Source: an optimization exercise on an open RTL-to-GDS flow (aim: small area, a short achievable clock period and few clock cycles per item). Production flows keep margins and buffers that such runs may drop. RTL that was checked went through simulation tests only; none was proved equivalent to the original. No functional check of the RTL was part of run 2.

==> flow/design.v (outline; a module is shown in full before it is edited, if it fits) <==
// module bmp_hv: 3194 lines
module bmp_hv #(
    parameter LINEBUF_CAP = 4096
) (
    input  wire         clk,
    input  wire         rst,           
    input  wire         in_valid,
    output wire         in_ready,
    input  wire         mode,          
    input  wire [431:0] hdr,           
    input  wire [63:0]  file_size,
    input  wire [15:0]  payload_len,
    output reg          done,
    output reg  [31:0]  v_width,       
    output reg  [31:0]  v_height,      
    output reg  [33:0]  v_stride,      
    output reg  [1:0]   v_pad,
    output reg  [64:0]  v_datalen,     
    output reg  [4:0]   pass_count,
    output reg  [15:0]  chk_mask,
    output reg  [1:0]   v_valid,       
    output reg  [15:0]  paylen
);
  // ...
==> flow/flow/run.sh <==
#!/bin/bash
# The standard ORFS layout (the standard.sh, unchanged synthesis), with
#  - the timing repair steps asked to leave a setup margin, so that they
#    optimise the paths towards a shorter period than the 16 ns constraint;
#  - the port buffers made of plain buffers (buf_1, resizable within the buf
#    footprint) instead of the delay buffer the default picks.
set -euo pipefail
bash standard.sh "SETUP_SLACK_MARGIN=${MARGIN:-11.75}" \
  "BUFFER_PORTS_ARGS=-buffer_cell sky130_fd_sc_hd__buf_1" finish > standard.log 2>&1
==> flow/standard.sh <==
#!/bin/bash
# synth_recipe.tcl (not shown) runs the flow's synth.tcl, then flattens the netlist and writes it again
# the make line also repeats each setting of config.mk as NAME=value (left out here)
make -C /OpenROAD-flow-scripts/flow DESIGN_CONFIG=/design/flow/config.mk WORK_HOME=/design/flow/orfs CLKGATE_MAP_FILE= SYNTH_SCRIPT=/design/flow/synth_recipe.tcl "${@:-finish}"
==> flow/config.mk <==
export PLATFORM = sky130hd
export DESIGN_NAME = bmp_hv
export DESIGN_NICKNAME = bmp_hv
export VERILOG_FILES = /design/flow/design.v
export SDC_FILE = /design/flow/constraint.sdc
export NUM_CORES = 4
export LEC_CHECK = 0
export CAP_MARGIN = 20
export CORE_MARGIN = 2
export CORE_UTILIZATION = 50
export CTS_CLUSTER_DIAMETER = 200
export CTS_CLUSTER_SIZE = 24
export PLACE_DENSITY = 0.65
export SLEW_MARGIN = 20
==> flow/constraint.sdc <==
create_clock -name core_clock -period 16.0 [get_ports {clk}]
set_input_delay 3.2000 -clock core_clock [delete_from_list [all_inputs] [get_ports {clk}]]
set_output_delay 3.2000 -clock core_clock [all_outputs]
set_load 0.01 [all_outputs]
==> run_results.csv, run 1 <==
group,metric,value,unit
synthesis,async_reset_ff_frac,0,
grt,grt_usage,0.290,
clocking,cts_max_level,2,
worst_setup_path,critPathCaptureType,"primary output",
finish,layout-drive-gt1-share,0.140,
placed_design,placed_area,57500,um2
finish,buffers,778,
finish,clk_share,0.0188,
finish,n_sequential_cell,934,
drt,antenna_left,0,
sta,setup_tns,0,ps
run_status,status,"no timing/DRC/antenna violations",
synthesis,ys_warn_count,1,
floorplan,taps,1403,
sta,final-max-slew-violation-count,0,
worst_setup_path,worst-path-stages,1,
finish,finalInstanceArea,62800,um2
sta,timing_hold_violations_final,0,
sta,rsz0062_at_grt,"true",
worst_setup_path,slowest_delay,370,ps
grt,antenna_found_initial,9,
drt,drtIter0Drc,3462,
Testbench counts, summed over its fixed seeds: cycles 3,224, items 3,200.
==> inputs of run 2 (changes only) <==
--- a/flow/design.v
+++ b/flow/design.v
@@ -39,29 +39,27 @@
     wire [32:0] e_c = ~file_size[32:0];
     wire [32:0] e_s = e_a ^ e_b ^ e_c;
     wire [32:0] e_k = (e_a & e_b) | (e_a & e_c) | (e_b & e_c);
     wire        simg_eq = (&(e_s ^ {e_k[31:0], 1'b0})) && (file_size[63:33] == 31'd0);
     reg         s0_valid;
     reg         s0_mode;
     reg  [31:0] s0_w;
     reg  [31:0] s0_h;
-    reg  [61:0] s0_f;        
-    reg         s0_f_ok;     
+    reg  [63:0] s0_fs;
     reg  [15:0] s0_pl;       
     reg  [9:0]  s0_chk;      
     reg         s0_c10;
     always @(posedge clk) begin
         if (rst) s0_valid <= 1'b0;
         else     s0_valid <= in_valid;
         s0_mode <= mode;
         s0_w    <= w_in;
         s0_h    <= h_in;
-        s0_f    <= file_size[63:2];
-        s0_f_ok <= (file_size[1:0] == 2'b10);
+        s0_fs   <= file_size;
         s0_pl   <= mode ? 16'd0 : payload_len;
         s0_chk  <= {imp == 32'd0, used == 32'd0, comp == 32'd0, bpp == 16'd24,
                     planes == 16'd1, isize == 32'd40, off == 32'd54, res1 == 16'd0,
                     sig1 == 8'h4D, sig0 == 8'h42};
         s0_c10  <= (simg == 32'd0) || simg_eq;
     end
     wire [31:0] w_raw = s0_w;
     wire [31:0] h_raw = s0_h;
@@ -476,56 +474,40 @@
     assign t_val[24] = ta_327;
     assign t_val[25] = ta_328;
     assign t_val[26] = ta_329;
     assign t_val[27] = ta_330;
     assign t_val[28] = ta_331;
     assign t_val[29] = ta_332;
     assign t_val[30] = ta_333;
     assign t_val[31] = ta_334;
-    wire s0_wpos   = !w_raw[31] && (w_raw != 32'd0);
-    wire s0_hnz    = (h_raw != 32'd0);
-    wire s0_h1     = (h_raw == 32'd1) || (h_raw == 32'hFFFFFFFF);
-    wire s0_h2     = (h_raw == 32'd2) || (h_raw == 32'hFFFFFFFE);
-    wire s0_wh_le2 = ((w_raw == 32'd1) && (s0_h1 || s0_h2)) || ((w_raw == 32'd2) && s0_h1);
-    wire s0_c6     = s0_mode ? (s0_wpos && s0_hnz && !s0_wh_le2) : (s0_wpos && s0_hnz);
-    wire s0_c13    = ($signed(w_raw) <= 32'sd1365);
-    wire s0_wbig   = ($signed(w_raw) >= 32'sd65538);
-    wire s0_hbig   = ($signed(h_raw) >= 32'sd65538) || ($signed(h_raw) <= -32'sd65538);
     reg         s1_valid;
     reg         s1_mode;
     reg  [31:0] s1_w;
     reg  [31:0] s1_h;        
     reg  [15:0] s1_bneg, s1_bone, s1_btwo;    
     reg  [31:0] s1_t;        
-    reg  [61:0] s1_f;        
-    reg         s1_f_ok;     
+    reg  [63:0] s1_fs;
     reg  [15:0] s1_pl;       
     reg  [9:0]  s1_chk;      
-    reg         s1_c10, s1_c6, s1_c13;
-    reg         s1_c16_yes, s1_c16_cmp;
+    reg         s1_c10;
     always @(posedge clk) begin
         if (rst) s1_valid <= 1'b0;
         else     s1_valid <= s0_valid;
-        s1_mode    <= s0_mode;
-        s1_w       <= w_raw;
-        s1_h       <= h_raw;
-        s1_bneg    <= bd_neg;
-        s1_bone    <= bd_one;
-        s1_btwo    <= bd_two;
-        s1_t       <= t_val;
-        s1_f       <= s0_f;
-        s1_f_ok    <= s0_f_ok;
-        s1_pl      <= s0_pl;
-        s1_chk     <= s0_chk;
-        s1_c10     <= s0_c10;
-        s1_c6      <= s0_c6;
-        s1_c13     <= s0_c13;
-        s1_c16_yes <= !s0_mode && s0_wpos && s0_hnz && (s0_wbig || s0_hbig);
-        s1_c16_cmp <= !s0_mode && s0_wpos && s0_hnz && !s0_wbig && !s0_hbig;
+        s1_mode <= s0_mode;
+        s1_w    <= w_raw;
+        s1_h    <= h_raw;
+        s1_bneg <= bd_neg;
+        s1_bone <= bd_one;
+        s1_btwo <= bd_two;
+        s1_t    <= t_val;
+        s1_fs   <= s0_fs;
+        s1_pl   <= s0_pl;
+        s1_chk  <= s0_chk;
+        s1_c10  <= s0_c10;
     end
     wire [63:0] tree_s, tree_c;
     wire [31:0] h_abs;       
     wire ho_335 = s1_h[1] | s1_h[0];
     wire ho_336 = s1_h[3] | s1_h[2];
     wire ho_337 = s1_h[5] | s1_h[4];
     wire ho_338 = s1_h[7] | s1_h[6];
     wire ho_339 = s1_h[9] | s1_h[8];
@@ -2304,58 +2286,67 @@
     assign tree_s[60] = t_1953;
     assign tree_c[60] = t_1954;
     assign tree_s[61] = t_1955;
     assign tree_c[61] = t_1956;
     assign tree_s[62] = t_1957;
     assign tree_c[62] = t_1958;
     assign tree_s[63] = t_1959;
     assign tree_c[63] = pp_969;
+    wire s1_wpos  = !s1_w[31] && (s1_w != 32'd0);
+    wire s1_hnz    = (s1_h != 32'd0);
+    wire s1_h1     = (s1_h == 32'd1) || (s1_h == 32'hFFFFFFFF);
+    wire s1_h2     = (s1_h == 32'd2) || (s1_h == 32'hFFFFFFFE);
+    wire s1_wh_le2 = ((s1_w == 32'd1) && (s1_h1 || s1_h2)) || ((s1_w == 32'd2) && s1_h1);
+    wire s1_c6    = s1_mode ? (s1_wpos && s1_hnz && !s1_wh_le2) : (s1_wpos && s1_hnz);
+    wire s1_c13   = ($signed(s1_w) <= 32'sd1365);
+    wire s1_wbig  = ($signed(s1_w) >= 32'sd65538);
+    wire s1_hbig  = ($signed(s1_h) >= 32'sd65538) || ($signed(s1_h) <= -32'sd65538);
     wire [18:0] s1_hx = s1_h[18:0] ^ {19{s1_h[31]}};
     wire [18:0] s1_q  = {s1_pl, 1'b0} + {3'd0, s1_pl} + 19'd6
                       + (s1_w[0] ? s1_hx : 19'd0) + (s1_w[1] ? {s1_hx[17:0], 1'b0} : 19'd0)
                       + {17'd0, s1_w[1] & s1_h[31], s1_w[0] & s1_h[31]};
     wire [3:0]  s1_cnt = s1_chk[0] + s1_chk[1] + s1_chk[2] + s1_chk[3] + s1_chk[4]
                        + s1_chk[5] + s1_chk[6] + s1_chk[7] + s1_chk[8] + s1_chk[9]
                        + s1_c10 + s1_c6 + s1_c13 + 4'd1;
     reg         s2_valid;
     reg         s2_mode;
     reg  [31:0] s2_w;
     reg  [31:0] s2_h;
     reg  [31:0] s2_t;
     reg  [63:0] s2_ps, s2_pc;
-    reg  [61:0] s2_f;
-    reg         s2_f_ok;
+    reg  [61:0] s2_f;        
+    reg         s2_f_ok;     
     reg  [15:0] s2_pl;
     reg  [9:0]  s2_chk;
     reg         s2_c10, s2_c6, s2_c13;
     reg  [3:0]  s2_cnt;
-    reg         s2_all;
+    reg         s2_all;      
     reg         s2_c16_yes, s2_c16_cmp;
     reg  [18:0] s2_q;
     always @(posedge clk) begin
         if (rst) s2_valid <= 1'b0;
         else     s2_valid <= s1_valid;
         s2_mode    <= s1_mode;
         s2_w       <= s1_w;
         s2_h       <= h_abs;
         s2_t       <= s1_t;
         s2_ps      <= tree_s;
         s2_pc      <= tree_c;
-        s2_f       <= s1_f;
-        s2_f_ok    <= s1_f_ok;
+        s2_f       <= s1_fs[63:2];
+        s2_f_ok    <= (s1_fs[1:0] == 2'b10);
         s2_pl      <= s1_pl;
         s2_chk     <= s1_chk;
         s2_c10     <= s1_c10;
         s2_c6      <= s1_c6;
         s2_c13     <= s1_c13;
         s2_cnt     <= s1_cnt;
         s2_all     <= (&s1_chk) && s1_c10 && s1_c6 && s1_c13;
-        s2_c16_yes <= s1_c16_yes;
-        s2_c16_cmp <= s1_c16_cmp;
+        s2_c16_yes <= !s1_mode && s1_wpos && s1_hnz && (s1_wbig || s1_hbig);
+        s2_c16_cmp <= !s1_mode && s1_wpos && s1_hnz && !s1_wbig && !s1_hbig;
         s2_q       <= s1_q;
     end
     wire [62:0] ht;          
     wire [63:0] f_mis;
     wire fa_1960 = s2_ps[0] ^ s2_pc[0];
     wire fa_1961 = s2_ps[1] ^ s2_pc[1];
     wire fa_1962 = s2_ps[2] ^ s2_pc[2];
     wire fa_1963 = s2_ps[3] ^ s2_pc[3];
@@ -3167,18 +3158,17 @@
     wire eq_2706 = (eq_2636 ^ eq_2635 ^ 1'b1) ^ (eq_2634 & eq_2633);
     wire eq_2707 = (eq_2638 ^ eq_2637 ^ 1'b1) ^ (eq_2636 & eq_2635);
     wire eq_2708 = (eq_2640 ^ eq_2639 ^ 1'b1) ^ (eq_2638 & eq_2637);
     wire eq_2709 = (eq_2642 ^ eq_2641 ^ 1'b1) ^ (eq_2640 & eq_2639);
     wire eq_2710 = (eq_2644 ^ eq_2643 ^ 1'b1) ^ (eq_2642 & eq_2641);
     wire eq_2711 = (eq_2646 ^ eq_2645 ^ 1'b1) ^ (eq_2644 & eq_2643);
     assign f_mis = {eq_2711, eq_2710, eq_2709, eq_2708, eq_2707, eq_2706, eq_2705, eq_2704, eq_2703, eq_2702, eq_2701, eq_2700, eq_2699, eq_2698, eq_2697, eq_2696, eq_2695, eq_2694, eq_2693, eq_2692, eq_2691, eq_2690, eq_2689, eq_2688, eq_2687, eq_2686, eq_2685, eq_2684, eq_2683, eq_2682, eq_2681, eq_2680, eq_2679, eq_2678, eq_2677, eq_2676, eq_2675, eq_2674, eq_2673, eq_2672, eq_2671, eq_2670, eq_2669, eq_2668, eq_2667, eq_2666, eq_2665, eq_2664, eq_2663, eq_2662, eq_2661, eq_2660, eq_2659, eq_2658, eq_2657, eq_2656, eq_2655, eq_2654, eq_2653, eq_2652, eq_2651, eq_2650, eq_2649, eq_2648};
     wire        c15 = s2_f_ok && (f_mis == 64'd0);
-    wire [35:0] c16_d = {s2_ps[33:0], 2'b00} + {s2_pc[33:0], 2'b00} + {17'h1FFFF, ~s2_q} + 36'd1;
-    wire        c16 = s2_c16_yes || (s2_c16_cmp && !c16_d[35]);
+    wire        c16 = s2_c16_yes || (s2_c16_cmp && ((ht[31:17] != 15'd0) || ({ht[16:0], 2'b00} >= s2_q)));
     wire [4:0]  cnt1 = {1'b0, s2_cnt} + 5'd1;
     wire [4:0]  cnt2 = {1'b0, s2_cnt} + 5'd2;
     wire [15:0] mask = {c16, c15, 1'b1, s2_c13, s2_chk[9:8], s2_c10, s2_chk[7:5],
                         s2_c6, s2_chk[4:0]};
     always @(posedge clk) begin
         if (rst) done <= 1'b0;
         else     done <= s2_valid;
         v_width    <= s2_w;
==> flow/flow/run.sh (replaced) <==
#!/bin/bash
# The standard ORFS layout (the standard.sh, unchanged synthesis), with
#  - the timing repair steps asked to leave a setup margin, so that they
#    optimise the paths towards a shorter period than the 16 ns constraint;
#  - the port buffers made of plain buffers (buf_1, resizable within the buf
#    footprint) instead of the delay buffer the default picks.
set -euo pipefail
bash standard.sh "SETUP_SLACK_MARGIN=${MARGIN:-11.5}" \
  "BUFFER_PORTS_ARGS=-buffer_cell sky130_fd_sc_hd__buf_1" finish > standard.log 2>&1
==> flow/config.mk (replaced) <==
export PLATFORM = sky130hd
export DESIGN_NAME = bmp_hv
export DESIGN_NICKNAME = bmp_hv
export VERILOG_FILES = /design/flow/design.v
export SDC_FILE = /design/flow/constraint.sdc
export NUM_CORES = 4
export LEC_CHECK = 0
export CAP_MARGIN = 20
export CORE_MARGIN = 2
export CORE_UTILIZATION = 50
export PLACE_DENSITY = 0.65
export SLEW_MARGIN = 20
==> run 2 against run 1 <==
  * Synthesized cell count is 2.5% lower
  * Cell count is 0.93% lower
  * Via count is 0.81% lower
  * Critical path type is now register to register
  * Flip-flop and latch count is 2 lower
  * Fmax is 21% lower
  * Setup slack worse by 1100 ps
  * Final area is 2.3% lower
  * Synthesized area is 2.1% lower
  * Die area is 2.1% lower
  * Still clean
==> run_results.csv, run 2 <==
group,metric,value,unit
run_status,status,"no timing/DRC/antenna violations",
drt,drc,0,
synthesis,yosysTopAreaCell,"dfxtp_1",
synthesis,synthMostInstantiatedCell,"dfxtp_1",
clocking,cts_tree,"built",
synthesis,ys_warn_count,1,
placed_design,gp_congestion,0.949,
finish,nNetsFinal,6818,
drt,vias_per_cell,5.61,
worst_setup_path,required,16580,ps
worst_setup_path,path_common_cell,"or4_4",
sta,finalSetupViolations,0,
synthesis,syn_area,52900,um2
grt,grt_max_degree,35,
worst_setup_path,path_class,"register to register",
worst_setup_path,ff2ff_path_depth,18,
placed_design,hpwlAfterDp,119000,um
sta,final-max-slew-violation-count,0,
floorplan,core,105000,um2
drt,drtIter0Drc,3607,
sta,worst-slew-pin-transition,1120,ps
sta,fin_crit,5480,ps
synthesis,ys_seq_elements,932,
floorplan,dieHeight,329,um
finish,register_area,18800,um2
synthesis,synth_area_per_cell,10.8,um2
finish,area_delta_synth_final,15.9,%
clocking,clkTransAtPathRegs,60,ps
finish,reg_top3,"s0_fs (64), s1_fs (64), s2_ps (64)",
clocking,cts_hold_buffers,0,
finish,finalNonFillerCells,6905,
grt,grt-ovfl-total,0,
grt,grt_pass1_vias,40261,
sta,setup_tns,0,ps
sta,rsz0062_at_grt,"true",
drt,routed_wl,171000,um
synthesis,async_reset_ff_frac,0,
clocking,clockBufferDepth,3,
grt,grt_usage,0.313,
sta,relSlewSlack,0.245,
sta,whs,319,ps
worst_setup_path,cp_top_family,"simple AND/OR/NAND/NOR gates",
placed_design,place_inst,6666,
job,max_cap_viol_count,0,
finish,multiInputGateArea,31100,um2
sta,fmax,183,MHz
floorplan,ios,722,
synthesis,synth_edf_count,0,
drt,firstDrtPassIters,6,
synthesis,synth-seq-area-share,0.353,
worst_setup_path,slowest_stage,"or4_4",
clocking,clk_latency,690,ps
floorplan,dieWidth,329,um
worst_setup_path,crit_chain,"or4_4, nor2_4, nand3_4, nand2b_4, or2_4, or4_4, or4_4, or3_4, o31ai_4, nor2_4, fa_1, inv_2, fa_2, fa_1, inv_2, ha_4, fa_2, xor2_1",
min_path,holdPathStages,0,
drt,vias,38742,
synthesis,synth_flop_cell,"dfxtp_1",
worst_setup_path,worst-path-buf-inv,2,
finish,fill_cells,9062,
placed_design,io_buffer_count,603,
sta,timing_hold_violations_final,0,
finish,mostFrequentLayoutCell,"dfxtp_1",
min_path,hold_class,"register to register",
finish,layout-drive-gt1-share,0.0902,
synthesis,synth_top_cell_area_share,0.353,
grt,antenna_found_initial,12,
floorplan,rows,119,
floorplan,start_util,0.503,
worst_setup_path,slowest_delay,550,ps
synthesis,synth_common_cells,"dfxtp_1 (932), inv_1 (679), fa_1 (533), a22oi_1 (489), xnor2_1 (399)",
clocking,cts_sinks,932,
sta,skew,36.2,ps
synthesis,yosysUniqueCellTypes,79,
synthesis,syn_inst,4900,
worst_setup_path,path_max_fanout,3,
worst_setup_path,critPathCaptureType,"register",
grt,grt_pass1_wl,251000,um
drt,antenna_left,0,
drt,wl_per_cell,24.8,um
floorplan,dieArea,108000,um2
sta,period_share,0.342,
clocking,cts_buffers,95,
worst_setup_path,cp.arrival,6050,ps
finish,final_cell_mix,"dfxtp_1 (864), inv_1 (670), buf_1 (588)",
synthesis,synthTopCellsByArea,"dfxtp_1 (35%), fa_1 (20%), ha_1 (8.1%)",
clocking,cts_max_level,3,
worst_setup_path,start_kind,"register",
clocking,cts_root_buf,"clkbuf_16",
worst_setup_path,worst-path-stages,18,
==> run 2: cell count changes in the layout (fill, tap and decap cells not counted), sizes merged, moves of 24 or more <==
cell    before  now
inv        734  690
clkinv       0   24
ha         415  343
nand2      103   74
buf        757  707
clkbuf      65  138
==> run 2: through the flow <==
step,util,cell area [um2],setup WS [ps]
finish,0.583,61300,10520
floorplan,-,53000,10580
CTS,0.574,60400,10510
global route,0.583,61300,10390
detailed placement,0.536,56400,10220
global placement,0.536,56400,10250
==> run 2: layout make-up <==
cell class | instances | share of cell area
flip-flops and latches | 932 | 0.306
inverters | 680 | 0.0419
clock inverters | 54 | 0.0109
diodes | 5 | 0.000204
multi-input cells | 2995 | 0.507
well taps | 1391 | 0.0284
clock buffers | 126 | 0.0440
repair buffers | 722 | 0.0608
==> run 2: logic make-up (layout without fill, tap and decap cells) <==
logic type | after synthesis | after routing | synth area share
AOI/OAI and AO/OA | 782 | 782 | 0.106
xor gates and xnor gates | 758 | 758 | 0.125
adders and majority gates | 881 | 881 | 0.284
buffers and inverters | 978 | 1582 | 0.0702
DFF | 932 | 932 | 0.353
muxes | 10 | 10 | 0.00201
other | 2 | 11 | 0.000142
and+or+nand+nor | 557 | 558 | 0.0602
==> run 2: metal layers <==
layer / vias to the layer above / part of all wire / GRT usage
met2: 2251 / 0.44 / 0.494
met1: 18823 / 0.40 / 0.403
met4: 10 / 0.053 / 0.145
met3: 503 / 0.10 / 0.0805
met5: - / 0.00038 / 0
li1: 17155 / - / -
==> run 2: what timing repair did <==
action | in CTS | in global routing
setup endpoints to repair | 70 | 57
hold endpoints to repair | 0 | 0
buffers inserted | 24 | 24
cloned | 3 | 3
gates resized for setup | 103 | 154
pin swaps | 25 | 51
==> run 2: final timing paths <==
kind / from / end / slack, ps
worst max register to register: s1_h[10] / s2_cnt[2] / 10520
worst max-delay path: s1_h[10] / s2_cnt[2] / 10520
worst min register to register: s0_fs[30] / s1_fs[30] / 320
worst min-delay path: s0_fs[30] / s1_fs[30] / 320

## port drivers added, routing unchanged
How much do the figures lean on ideal ports? The routed layouts below were timed once more, with nothing changed but the port constraints.
Step 1 assumes that a clkbuf_16 drives the clock port and a buf_2 every other input.
Step 2 times the ports against the registers' clock, not the clock port: input delays grow and output delays shrink by t, the midpoint of the rising clock arrivals with the driver on.
Three values: ideal ports, drivers, drivers and shift; two values: the first two.
run | t (ns) | setup WS [ns] | hold slack, ns
run 1 | 0.722 | 11.652 / 11.575 / 11.184 | 0.315 / 0.315 / 0.315
run 2 | 0.736 | 10.521 / 10.521 / 10.521 | 0.319 / 0.319 / 0.319
After both steps every run listed still meets setup and hold. The setup slack of run 1, which loses most, moves by -0.077 ns with the drivers and by -0.468 ns with both steps.
